What follows belongs to an exercise in optimizing a design on an open flow for small area and a short achievable clock period; a production flow would make more cautious choices.
RTL that was checked went through simulation tests only; none was proved equivalent to the original.

==> v30 <==
==> flow/design.v <==
module lc2k_pipe (
    input  wire        clk,
    input  wire        rst,             
    output wire [15:0] imem_addr,
    input  wire [31:0] imem_rdata,
    output wire [15:0] dmem_addr,
    output wire [31:0] dmem_wdata,
    output wire        dmem_we,
    input  wire [31:0] dmem_rdata,
    input  wire [2:0]  dbg_sel,
    output wire [31:0] dbg_reg,
    output wire        halted,
    output wire        faulted,
    output wire [1:0]  fault_cause,
    output wire [31:0] fault_value,
    output wire [31:0] fault_instr,
    output wire [31:0] pc,
    output wire [31:0] cnt_cycles,
    output wire [31:0] cnt_fetched,
    output wire [31:0] cnt_retired,
    output wire [31:0] cnt_branches
);
    localparam [2:0] OP_ADD  = 3'd0,
                     OP_NAND = 3'd1,
                     OP_LW   = 3'd2,
                     OP_SW   = 3'd3,
                     OP_BEQ  = 3'd4,
                     OP_HALT = 3'd6,
                     OP_NOOP = 3'd7;
    function automatic [7:0] dec8(input [2:0] s);
        dec8 = 8'd1 << s;
    endfunction
    function automatic [31:0] rd8(input [255:0] r, input [7:0] oh);
        integer k;
        begin
            rd8 = 32'd0;
            for (k = 0; k < 8; k = k + 1)
                rd8 = rd8 | (r[k*32 +: 32] & {32{oh[k]}});
        end
    endfunction
    reg [17:0]  pc_r;
    reg [255:0] rf;
    reg [2:0]  ifid_op;
    reg [23:0] ifid_f;
    reg [2:0]  idex_op;
    reg [23:0] idex_f;
    reg [31:0] idex_rega, idex_regb;
    reg [2:0]  exmem_op;
    reg [23:0] exmem_f;
    reg [31:0] exmem_alu, exmem_readreg;
    reg        exmem_doob;              
    reg [2:0]  memwb_op;
    reg [21:0] memwb_f;
    reg [31:0] memwb_data;
    reg        memwb_bad;               
    reg [31:0] cycles_r, retired_r, branches_r;
    reg [31:0] fetched_r;
    reg        halted_r, faulted_r;
    reg [1:0]  fcause_r;
    wire        if_valid = (imem_rdata[31:25] == 7'd0);
    wire [2:0]  if_raw   = imem_rdata[24:22];
    wire [2:0]  if_op    = (if_valid && if_raw != 3'd5) ? if_raw : OP_NOOP;
    wire [17:0] if_target = pc_r + 18'd1 + {{2{imem_rdata[15]}}, imem_rdata[15:0]};
    wire [17:0] if_x     = (if_op == OP_BEQ) ? if_target : {2'b00, imem_rdata[15:0]};
    wire        fetch_oob = (pc_r[17:16] != 2'd0);
    wire [2:0]  id_a = ifid_f[23:21];
    wire [2:0]  id_b = ifid_f[20:18];
    wire [31:0] dec_rega = rd8(rf, dec8(id_a));
    wire [31:0] dec_regb = rd8(rf, dec8(id_b));
    wire        ex_mem  = (idex_op == OP_LW) || (idex_op == OP_SW);
    wire        ex_nand = (idex_op == OP_NAND);
    wire        ex_beq  = (idex_op == OP_BEQ);
    wire [31:0] ex_opb  = ex_mem ? {{16{idex_f[15]}}, idex_f[15:0]} : idex_rega;
    wire [31:0] ex_sum  = idex_regb + ex_opb;
    wire [31:0] ex_nandv = ~(idex_rega & idex_regb);
    wire        ex_eq   = (idex_rega == idex_regb);
    wire [31:0] ex_alu;
    assign ex_alu[31:1] = ex_nand ? ex_nandv[31:1] : ex_sum[31:1];
    assign ex_alu[0]    = ex_nand ? ex_nandv[0] : ex_beq ? ex_eq : ex_sum[0];
    wire        ex_doob = ex_mem && (ex_sum[31:16] != 16'd0);
    wire mem_lw  = (exmem_op == OP_LW);
    wire mem_sw  = (exmem_op == OP_SW);
    wire br_taken = (exmem_op == OP_BEQ) && exmem_alu[0];
    wire mem_bad = ((exmem_op == OP_ADD) || (exmem_op == OP_NAND)) &&
                   (exmem_f[15:3] != 13'd0);
    wire [31:0] mem_data = (mem_lw && !exmem_doob) ? dmem_rdata : exmem_alu;
    wire wb_alu  = (memwb_op == OP_ADD) || (memwb_op == OP_NAND);
    wire wb_lw   = (memwb_op == OP_LW);
    wire wb_halt = (memwb_op == OP_HALT);
    wire wb_retire = (memwb_op[2] == 1'b0) || (memwb_op == OP_BEQ);
    wire [2:0] wb_dest = wb_lw ? memwb_f[21:19] : memwb_f[2:0];
    wire wb_we   = wb_alu || wb_lw;
    wire running   = !halted_r && !faulted_r;
    wire halt_now  = running && wb_halt;
    wire any_fault = memwb_bad || exmem_doob || fetch_oob;
    wire commit    = running && !wb_halt && !any_fault;
    wire fault_now = running && !wb_halt && any_fault;
    wire memwb_en  = running && !wb_halt && !memwb_bad;
    wire halt_in_pipe = (ifid_op == OP_HALT) || (idex_op == OP_HALT) ||
                        (exmem_op == OP_HALT);
    wire [31:0] cycles_next = rst ? 32'd0 : cycles_r + {31'd0, commit};
    wire [31:0] wbus = rst ? 32'd0 : memwb_data;
    genvar g;
    generate
        for (g = 0; g < 8; g = g + 1) begin : gen_rf
            wire en = rst || (commit && wb_we && wb_dest == g);
            always @(posedge clk)
                if (en) rf[g*32 +: 32] <= wbus;
        end
    endgenerate
    always @(posedge clk) begin
        ifid_op    <= rst ? OP_NOOP : if_op;
        ifid_f     <= {imem_rdata[21:16], if_x};
        idex_op    <= rst ? OP_NOOP : ifid_op;
        idex_f     <= ifid_f;
        idex_rega  <= dec_rega;
        idex_regb  <= dec_regb;
        exmem_op   <= rst ? OP_NOOP : idex_op;
        exmem_f    <= idex_f;
        exmem_alu  <= ex_alu;
        exmem_readreg <= idex_rega;
        exmem_doob <= !rst && ex_doob;
        if (rst) begin
            memwb_op  <= OP_NOOP;
            memwb_bad <= 1'b0;
        end else if (memwb_en) begin
            memwb_op   <= exmem_op;
            memwb_f    <= {exmem_f[23:18], exmem_f[15:0]};
            memwb_data <= mem_data;
            memwb_bad  <= mem_bad;
        end
        if (rst || commit) begin
            pc_r <= rst ? 18'd0 : br_taken ? exmem_f[17:0] : pc_r + 18'd1;
        end
        cycles_r   <= cycles_next;
        if (rst || (commit && !halt_in_pipe))
            fetched_r <= cycles_next;
        retired_r  <= rst ? 32'd0 : retired_r + {31'd0, (commit && wb_retire) || halt_now};
        branches_r <= rst ? 32'd0 : branches_r + {31'd0, commit && br_taken};
        halted_r   <= !rst && (halted_r || halt_now);
        faulted_r  <= !rst && (faulted_r || fault_now);
        if (fault_now)
            fcause_r <= memwb_bad ? 2'd3 : exmem_doob ? 2'd2 : 2'd1;
    end
    assign imem_addr    = pc_r[15:0];
    assign dmem_addr    = exmem_alu[15:0];
    assign dmem_wdata   = exmem_readreg;
    assign dmem_we      = commit && mem_sw;
    assign dbg_reg      = rd8(rf, dec8(dbg_sel));
    assign halted       = halted_r;
    assign faulted      = faulted_r;
    assign fault_cause  = fcause_r;
    assign fault_value  = fcause_r[0] ? (fcause_r[1] ? {16'd0, memwb_f[15:0]}
                                                     : {{14{pc_r[17]}}, pc_r})
                                      : memwb_data;
    assign fault_instr  = (fcause_r == 2'd1) ? 32'd0 : {7'd0, memwb_op, memwb_f};
    assign pc           = {{14{pc_r[17]}}, pc_r};
    assign cnt_cycles   = cycles_r;
    assign cnt_fetched  = fetched_r;
    assign cnt_retired  = retired_r;
    assign cnt_branches = branches_r;
endmodule
==> flow/flow/run.sh <==
#!/bin/bash
# Layout flow: the standard ORFS flow, with every port buffered by the
# smallest buffer (sky130_fd_sc_hd__buf_1) instead of ORFS's default choice.
# The resizer may still upsize these buffers where timing needs it.
set -euo pipefail
export BUFFER_PORTS_ARGS="-buffer_cell sky130_fd_sc_hd__buf_1"
bash standard.sh finish > standard_flow.log 2>&1
==> flow/standard.sh <==
#!/bin/bash
# synth_recipe.tcl (not shown) runs the flow's synth.tcl, then flattens the netlist and writes it again
# the make line also repeats each setting of config.mk as NAME=value (left out here)
make -C /OpenROAD-flow-scripts/flow DESIGN_CONFIG=/design/flow/config.mk WORK_HOME=/design/flow/orfs CLKGATE_MAP_FILE= SYNTH_SCRIPT=/design/flow/synth_recipe.tcl "${@:-finish}"
==> flow/config.mk <==
export PLATFORM = sky130hd
export DESIGN_NAME = lc2k_pipe
export DESIGN_NICKNAME = lc2k_pipe
export VERILOG_FILES = /design/flow/design.v
export SDC_FILE = /design/flow/constraint.sdc
export NUM_CORES = 4
export LEC_CHECK = 0
export CAP_MARGIN = 20
export CORE_MARGIN = 2
export CORE_UTILIZATION = 45
export PLACE_DENSITY = 0.6
export SETUP_SLACK_MARGIN = 1.6
export SLEW_MARGIN = 20
==> flow/constraint.sdc <==
create_clock -name core_clock -period 4.5 [get_ports {clk}]
set_input_delay 0.9000 -clock core_clock [delete_from_list [all_inputs] [get_ports {clk}]]
set_output_delay 0.9000 -clock core_clock [all_outputs]
set_load 0.01 [all_outputs]
==> inputs of v14, as changes to v30 <==
--- a/flow/design.v
+++ b/flow/design.v
@@ -79,3 +79,10 @@
     assign ex_alu[0]    = ex_nand ? ex_nandv[0] : ex_beq ? ex_eq : ex_sum[0];
-    wire        ex_doob = ex_mem && (ex_sum[31:16] != 16'd0);
+    wire [16:0] ex_lo   = {1'b0, idex_regb[15:0]} + {1'b0, idex_f[15:0]};
+    wire        ex_cy   = ex_lo[16];
+    wire        hi_zero = (idex_regb[31:16] == 16'h0000);
+    wire        hi_ones = (idex_regb[31:16] == 16'hffff);
+    wire        hi_one  = (idex_regb[31:16] == 16'h0001);
+    wire        ex_hi_ok = idex_f[15] ? (ex_cy ? hi_zero : hi_one)
+                                      : (ex_cy ? hi_ones : hi_zero);
+    wire        ex_doob = ex_mem && !ex_hi_ok;
     wire mem_lw  = (exmem_op == OP_LW);
- SETUP_SLACK_MARGIN: 1.6 -> 1.8
==> inputs of v20, as changes to v30 <==
==> flow/design.v, changed modules only <==
module lc2k_pipe (
    input  wire        clk,
    input  wire        rst,             
    output wire [15:0] imem_addr,
    input  wire [31:0] imem_rdata,
    output wire [15:0] dmem_addr,
    output wire [31:0] dmem_wdata,
    output wire        dmem_we,
    input  wire [31:0] dmem_rdata,
    input  wire [2:0]  dbg_sel,
    output wire [31:0] dbg_reg,
    output wire        halted,
    output wire        faulted,
    output wire [1:0]  fault_cause,
    output wire [31:0] fault_value,
    output wire [31:0] fault_instr,
    output wire [31:0] pc,
    output wire [31:0] cnt_cycles,
    output wire [31:0] cnt_fetched,
    output wire [31:0] cnt_retired,
    output wire [31:0] cnt_branches
);
    localparam [2:0] OP_ADD  = 3'd0,
                     OP_NAND = 3'd1,
                     OP_LW   = 3'd2,
                     OP_SW   = 3'd3,
                     OP_BEQ  = 3'd4,
                     OP_HALT = 3'd6,
                     OP_NOOP = 3'd7;
    function automatic [7:0] dec8(input [2:0] s);
        dec8 = 8'd1 << s;
    endfunction
    function automatic [31:0] rd8(input [255:0] r, input [7:0] oh);
        integer k;
        begin
            rd8 = 32'd0;
            for (k = 0; k < 8; k = k + 1)
                rd8 = rd8 | (r[k*32 +: 32] & {32{oh[k]}});
        end
    endfunction
    function automatic [31:0] pinc(input [31:0] q, input c);
        reg [31:0] p;
        integer l, i;
        begin
            p = q;
            for (l = 0; l < 5; l = l + 1)
                for (i = 0; i < 32; i = i + 1)
                    if (((i >> l) & 1) == 1)
                        p[i] = p[i] & p[((i >> l) << l) - 1];
            pinc = q ^ ({p[30:0], 1'b1} & {32{c}});
        end
    endfunction
    reg [17:0]  pc_r;
    reg [255:0] rf;
    reg [2:0]  ifid_op;
    reg [23:0] ifid_f;
    reg [2:0]  idex_op;
    reg        idex_mem;                
    reg [23:0] idex_f;
    reg [31:0] idex_rega, idex_regb;
    reg [2:0]  exmem_op;
    reg [23:0] exmem_f;
    reg [15:0] exmem_alu;               
    reg        exmem_cy;                
    reg [15:0] exmem_hi;                
    reg [31:0] exmem_readreg;
    reg        exmem_doob;              
    reg [2:0]  memwb_op;
    reg [21:0] memwb_f;
    reg [31:0] memwb_data;
    reg        memwb_bad;               
    reg [31:0] cycles_r, retired_r, branches_r;
    reg [31:0] fetched_r;
    reg        halted_r, faulted_r;
    reg [1:0]  fcause_r;
    wire        if_valid = (imem_rdata[31:25] == 7'd0);
    wire [2:0]  if_raw   = imem_rdata[24:22];
    wire [2:0]  if_op    = (if_valid && if_raw != 3'd5) ? if_raw : OP_NOOP;
    wire [17:0] if_target = pc_r + 18'd1 + {{2{imem_rdata[15]}}, imem_rdata[15:0]};
    wire [17:0] if_x     = (if_op == OP_BEQ) ? if_target : {2'b00, imem_rdata[15:0]};
    wire        fetch_oob = (pc_r[17:16] != 2'd0);
    wire [31:0] pc_inc    = pinc({14'd0, pc_r}, 1'b1);
    wire [17:0] pc_next   = pc_inc[17:0];
    wire [2:0]  id_a = ifid_f[23:21];
    wire [2:0]  id_b = ifid_f[20:18];
    wire [31:0] dec_rega = rd8(rf, dec8(id_a));
    wire [31:0] dec_regb = rd8(rf, dec8(id_b));
    wire        ex_mem  = idex_mem;
    wire        ex_nand = (idex_op == OP_NAND);
    wire        ex_beq  = (idex_op == OP_BEQ);
    wire [31:0] ex_opb  = ex_mem ? {{16{idex_f[15]}}, idex_f[15:0]} : idex_rega;
    wire [16:0] ex_lo   = {1'b0, idex_regb[15:0]} + {1'b0, ex_opb[15:0]};
    wire        ex_cy   = ex_lo[16];
    wire [15:0] ex_nandv = ~(idex_rega[15:0] & idex_regb[15:0]);
    wire        ex_eq   = (idex_rega == idex_regb);
    wire [15:0] ex_opbh = ex_mem ? {16{idex_f[15]}} : idex_rega[31:16];
    wire [15:0] ex_sumh = idex_regb[31:16] + ex_opbh;
    wire [15:0] ex_hi   = ex_nand ? ~(idex_rega[31:16] & idex_regb[31:16]) : ex_sumh;
    wire [15:0] ex_alu;
    assign ex_alu[15:1] = ex_nand ? ex_nandv[15:1] : ex_lo[15:1];
    assign ex_alu[0]    = ex_nand ? ex_nandv[0] : ex_beq ? ex_eq : ex_lo[0];
    wire        hi_zero = (idex_regb[31:16] == 16'h0000);
    wire        hi_ones = (idex_regb[31:16] == 16'hffff);
    wire        hi_one  = (idex_regb[31:16] == 16'h0001);
    wire        ex_hi_ok = idex_f[15] ? (ex_cy ? hi_zero : hi_one)
                                      : (ex_cy ? hi_ones : hi_zero);
    wire        ex_doob = ex_mem && !ex_hi_ok;
    wire [31:0] mem_hinc = pinc({16'd0, exmem_hi}, exmem_cy);
    wire [31:0] mem_alu  = {mem_hinc[15:0], exmem_alu};
    wire mem_lw  = (exmem_op == OP_LW);
    wire mem_sw  = (exmem_op == OP_SW);
    wire br_taken = (exmem_op == OP_BEQ) && exmem_alu[0];
    wire mem_bad = ((exmem_op == OP_ADD) || (exmem_op == OP_NAND)) &&
                   (exmem_f[15:3] != 13'd0);
    wire [31:0] mem_data = (mem_lw && !exmem_doob) ? dmem_rdata : mem_alu;
    wire wb_alu  = (memwb_op == OP_ADD) || (memwb_op == OP_NAND);
    wire wb_lw   = (memwb_op == OP_LW);
    wire wb_halt = (memwb_op == OP_HALT);
    wire wb_retire = (memwb_op[2] == 1'b0) || (memwb_op == OP_BEQ);
    wire [2:0] wb_dest = wb_lw ? memwb_f[21:19] : memwb_f[2:0];
    wire wb_we   = wb_alu || wb_lw;
    wire running   = !halted_r && !faulted_r;
    wire halt_now  = running && wb_halt;
    wire any_fault = memwb_bad || exmem_doob || fetch_oob;
    wire commit    = running && !wb_halt && !any_fault;
    wire fault_now = running && !wb_halt && any_fault;
    wire memwb_en  = running && !wb_halt && !memwb_bad;
    wire halt_in_pipe = (ifid_op == OP_HALT) || (idex_op == OP_HALT) ||
                        (exmem_op == OP_HALT);
    wire [31:0] cycles_next = rst ? 32'd0 : pinc(cycles_r, commit);
    wire [31:0] wbus = rst ? 32'd0 : memwb_data;
    genvar g;
    generate
        for (g = 0; g < 8; g = g + 1) begin : gen_rf
            wire en = rst || (commit && wb_we && wb_dest == g);
            always @(posedge clk)
                if (en) rf[g*32 +: 32] <= wbus;
        end
    endgenerate
    always @(posedge clk) begin
        ifid_op    <= rst ? OP_NOOP : if_op;
        ifid_f     <= {imem_rdata[21:16], if_x};
        idex_op    <= rst ? OP_NOOP : ifid_op;
        idex_mem   <= !rst && (ifid_op == OP_LW || ifid_op == OP_SW);
        idex_f     <= ifid_f;
        idex_rega  <= dec_rega;
        idex_regb  <= dec_regb;
        exmem_op   <= rst ? OP_NOOP : idex_op;
        exmem_f    <= idex_f;
        exmem_alu  <= ex_alu;
        exmem_cy   <= ex_cy && !ex_nand;
        exmem_hi   <= ex_hi;
        exmem_readreg <= idex_rega;
        exmem_doob <= !rst && ex_doob;
        if (rst) begin
            memwb_op  <= OP_NOOP;
            memwb_bad <= 1'b0;
        end else if (memwb_en) begin
            memwb_op   <= exmem_op;
            memwb_f    <= {exmem_f[23:18], exmem_f[15:0]};
            memwb_data <= mem_data;
            memwb_bad  <= mem_bad;
        end
        if (rst || commit) begin
            pc_r <= rst ? 18'd0 : br_taken ? exmem_f[17:0] : pc_next;
        end
        cycles_r   <= cycles_next;
        if (rst || (commit && !halt_in_pipe))
            fetched_r <= cycles_next;
        retired_r  <= rst ? 32'd0 : pinc(retired_r, (commit && wb_retire) || halt_now);
        branches_r <= rst ? 32'd0 : pinc(branches_r, commit && br_taken);
        halted_r   <= !rst && (halted_r || halt_now);
        faulted_r  <= !rst && (faulted_r || fault_now);
        if (fault_now)
            fcause_r <= memwb_bad ? 2'd3 : exmem_doob ? 2'd2 : 2'd1;
    end
    assign imem_addr    = pc_r[15:0];
    assign dmem_addr    = exmem_alu[15:0];
    assign dmem_wdata   = exmem_readreg;
    assign dmem_we      = commit && mem_sw;
    assign dbg_reg      = rd8(rf, dec8(dbg_sel));
    assign halted       = halted_r;
    assign faulted      = faulted_r;
    assign fault_cause  = fcause_r;
    assign fault_value  = fcause_r[0] ? (fcause_r[1] ? {16'd0, memwb_f[15:0]}
                                                     : {{14{pc_r[17]}}, pc_r})
                                      : memwb_data;
    assign fault_instr  = (fcause_r == 2'd1) ? 32'd0 : {7'd0, memwb_op, memwb_f};
    assign pc           = {{14{pc_r[17]}}, pc_r};
    assign cnt_cycles   = cycles_r;
    assign cnt_fetched  = fetched_r;
    assign cnt_retired  = retired_r;
    assign cnt_branches = branches_r;
endmodule
- ABC_CLOCK_PERIOD_IN_PS: unset -> 3000
- CTS_CLUSTER_DIAMETER: unset -> 100
- CTS_CLUSTER_SIZE: unset -> 25
- SETUP_SLACK_MARGIN: 1.6 -> 1.4
==> inputs of v1, as changes to v30 <==
--- a/flow/design.v
+++ b/flow/design.v
@@ -56,3 +56,3 @@
     reg [31:0] cycles_r, retired_r, branches_r;
-    reg [31:0] fetched_r;
+    reg [1:0]  hold_r;                  
     reg        halted_r, faulted_r;
@@ -100,3 +100,2 @@
                         (exmem_op == OP_HALT);
-    wire [31:0] cycles_next = rst ? 32'd0 : cycles_r + {31'd0, commit};
     wire [31:0] wbus = rst ? 32'd0 : memwb_data;
@@ -134,5 +133,4 @@
         end
-        cycles_r   <= cycles_next;
-        if (rst || (commit && !halt_in_pipe))
-            fetched_r <= cycles_next;
+        cycles_r   <= rst ? 32'd0 : cycles_r + {31'd0, commit};
+        hold_r     <= rst ? 2'd0  : hold_r + {1'b0, commit && halt_in_pipe};
         retired_r  <= rst ? 32'd0 : retired_r + {31'd0, (commit && wb_retire) || halt_now};
@@ -158,3 +156,3 @@
     assign cnt_cycles   = cycles_r;
-    assign cnt_fetched  = fetched_r;
+    assign cnt_fetched  = cycles_r - {30'd0, hold_r};
     assign cnt_retired  = retired_r;
==> flow/run.sh (new file) <==
#!/bin/bash
# synth_recipe.tcl (not shown) runs the flow's synth.tcl, then flattens the netlist and writes it again
# the make line also repeats each setting of config.mk as NAME=value (left out here)
make -C /OpenROAD-flow-scripts/flow DESIGN_CONFIG=/design/flow/config.mk WORK_HOME=/design/flow/orfs CLKGATE_MAP_FILE= SYNTH_SCRIPT=/design/flow/synth_recipe.tcl finish
- CORE_UTILIZATION: 45 -> 50
- PLACE_DENSITY: 0.6 -> 0.65
- SETUP_SLACK_MARGIN: 1.6 -> 1.0
removed: flow/flow/run.sh
removed: flow/standard.sh
==> comparison <==
- Against v1, the die area of v14 is larger by about 13%.
- Global-route usage, highest first: v1, v14, v30, v20.
- Of v30 and v14, v14 has the higher final area (gap about 5.6%, measured against v14).
- Count of clock-buffer cells in the layout, lowest first: v20, v1, v30, v14.
- Against v20, the clock skew of v30 is lower by 0.0048 ns.
- Final cell count, highest first: v14, v30, v1, v20.
- Utilization: v20 < v30 < v14 < v1.
- In v1 the wire length is higher than in v20, by 7.3%.
==> figures <==
metric                                                                               v20             v14              v1             v30
Summed area of non-filler cells in the final layout                           33,500 µm²      40,000 µm²      37,600 µm²      37,800 µm²
Count of flip-flops with a built-in enable after synthesis                           362             362             330             362
Post-detailed-placement half-perimeter wirelength                              64,600 µm       69,300 µm       68,700 µm       66,900 µm
Result of the run                                                         finished clean  finished clean  finished clean  finished clean
Grt met2 use                                                                       44.5%           50.0%           54.6%           50.4%
Register bit total from synthesis                                                    676             674             644             674
Number of violations reported at the end of detailed-routing iteration 0           3,296           3,421           3,077           3,140
Area fraction in compound gates after synthesis                                    14.7%           15.4%           15.3%           15.0%
Final Worst Setup Slack                                                          1.39 ns         1.38 ns        0.543 ns        0.954 ns
Slew HR                                                                            22.7%           26.3%           24.3%           24.2%
Area fraction of the dominant cell type after synthesis                            37.0%           36.2%           33.8%           36.9%
Clock-pin slew on the worst setup and hold paths                                 0.10 ns         0.06 ns         0.06 ns         0.06 ns
Maximum fanout encountered on the critical timing path                                23               8               5               6
Share of final-layout standard cells stronger than drive strength 1                8.88%           28.7%           14.4%           23.8%
P&R area growth vs syn                                                             13.9%           33.2%           28.1%           28.2%
H-tree level count                                                                     2               3               3               3
Critical register-to-register path startpoint                                   idex_mem      idex_op[2]      idex_op[2]      idex_op[1]
Only the layout flow was run in v30 and v1; the RTL was not checked for function there.

[what the ideal ports hide]
Ports are ideal in the flow. The routed layouts listed here were re-timed in OpenROAD. Step 1, drivers: a clkbuf_16 drives clk and a buf_2 each remaining input, both assumed. Step 2 times the ports against the registers' clock, not the clock port: input delays grow and output delays shrink by t, the midpoint of the rising clock arrivals with the driver on. Slacks: no drivers / after step 1 / after step 2; pairs: no drivers / after step 1.
| run | shift t [ns] | setup slack, ns | worst register clock-pin slew, ns | pins driven straight from the clock port |
|---|---|---|---|---|
| v30 | 0.678 | 0.954 / 0.954 / 0.954 | 0.07 / 0.07 | 1 |
| v14 | 0.671 | 1.380 / 1.326 / 1.305 | 0.07 / 0.07 | 1 |
| v20 | 0.653 | 1.385 / 1.317 / 1.059 | 0.10 / 0.10 | 1 |
| v1 | 0.667 | 0.543 / 0.482 / 0.635 | 0.07 / 0.07 | 1 |
After both steps setup and hold are still met in every run listed. For v20, which loses most, drivers alone change the setup slack by -0.068 ns; drivers and shift together by -0.326 ns.
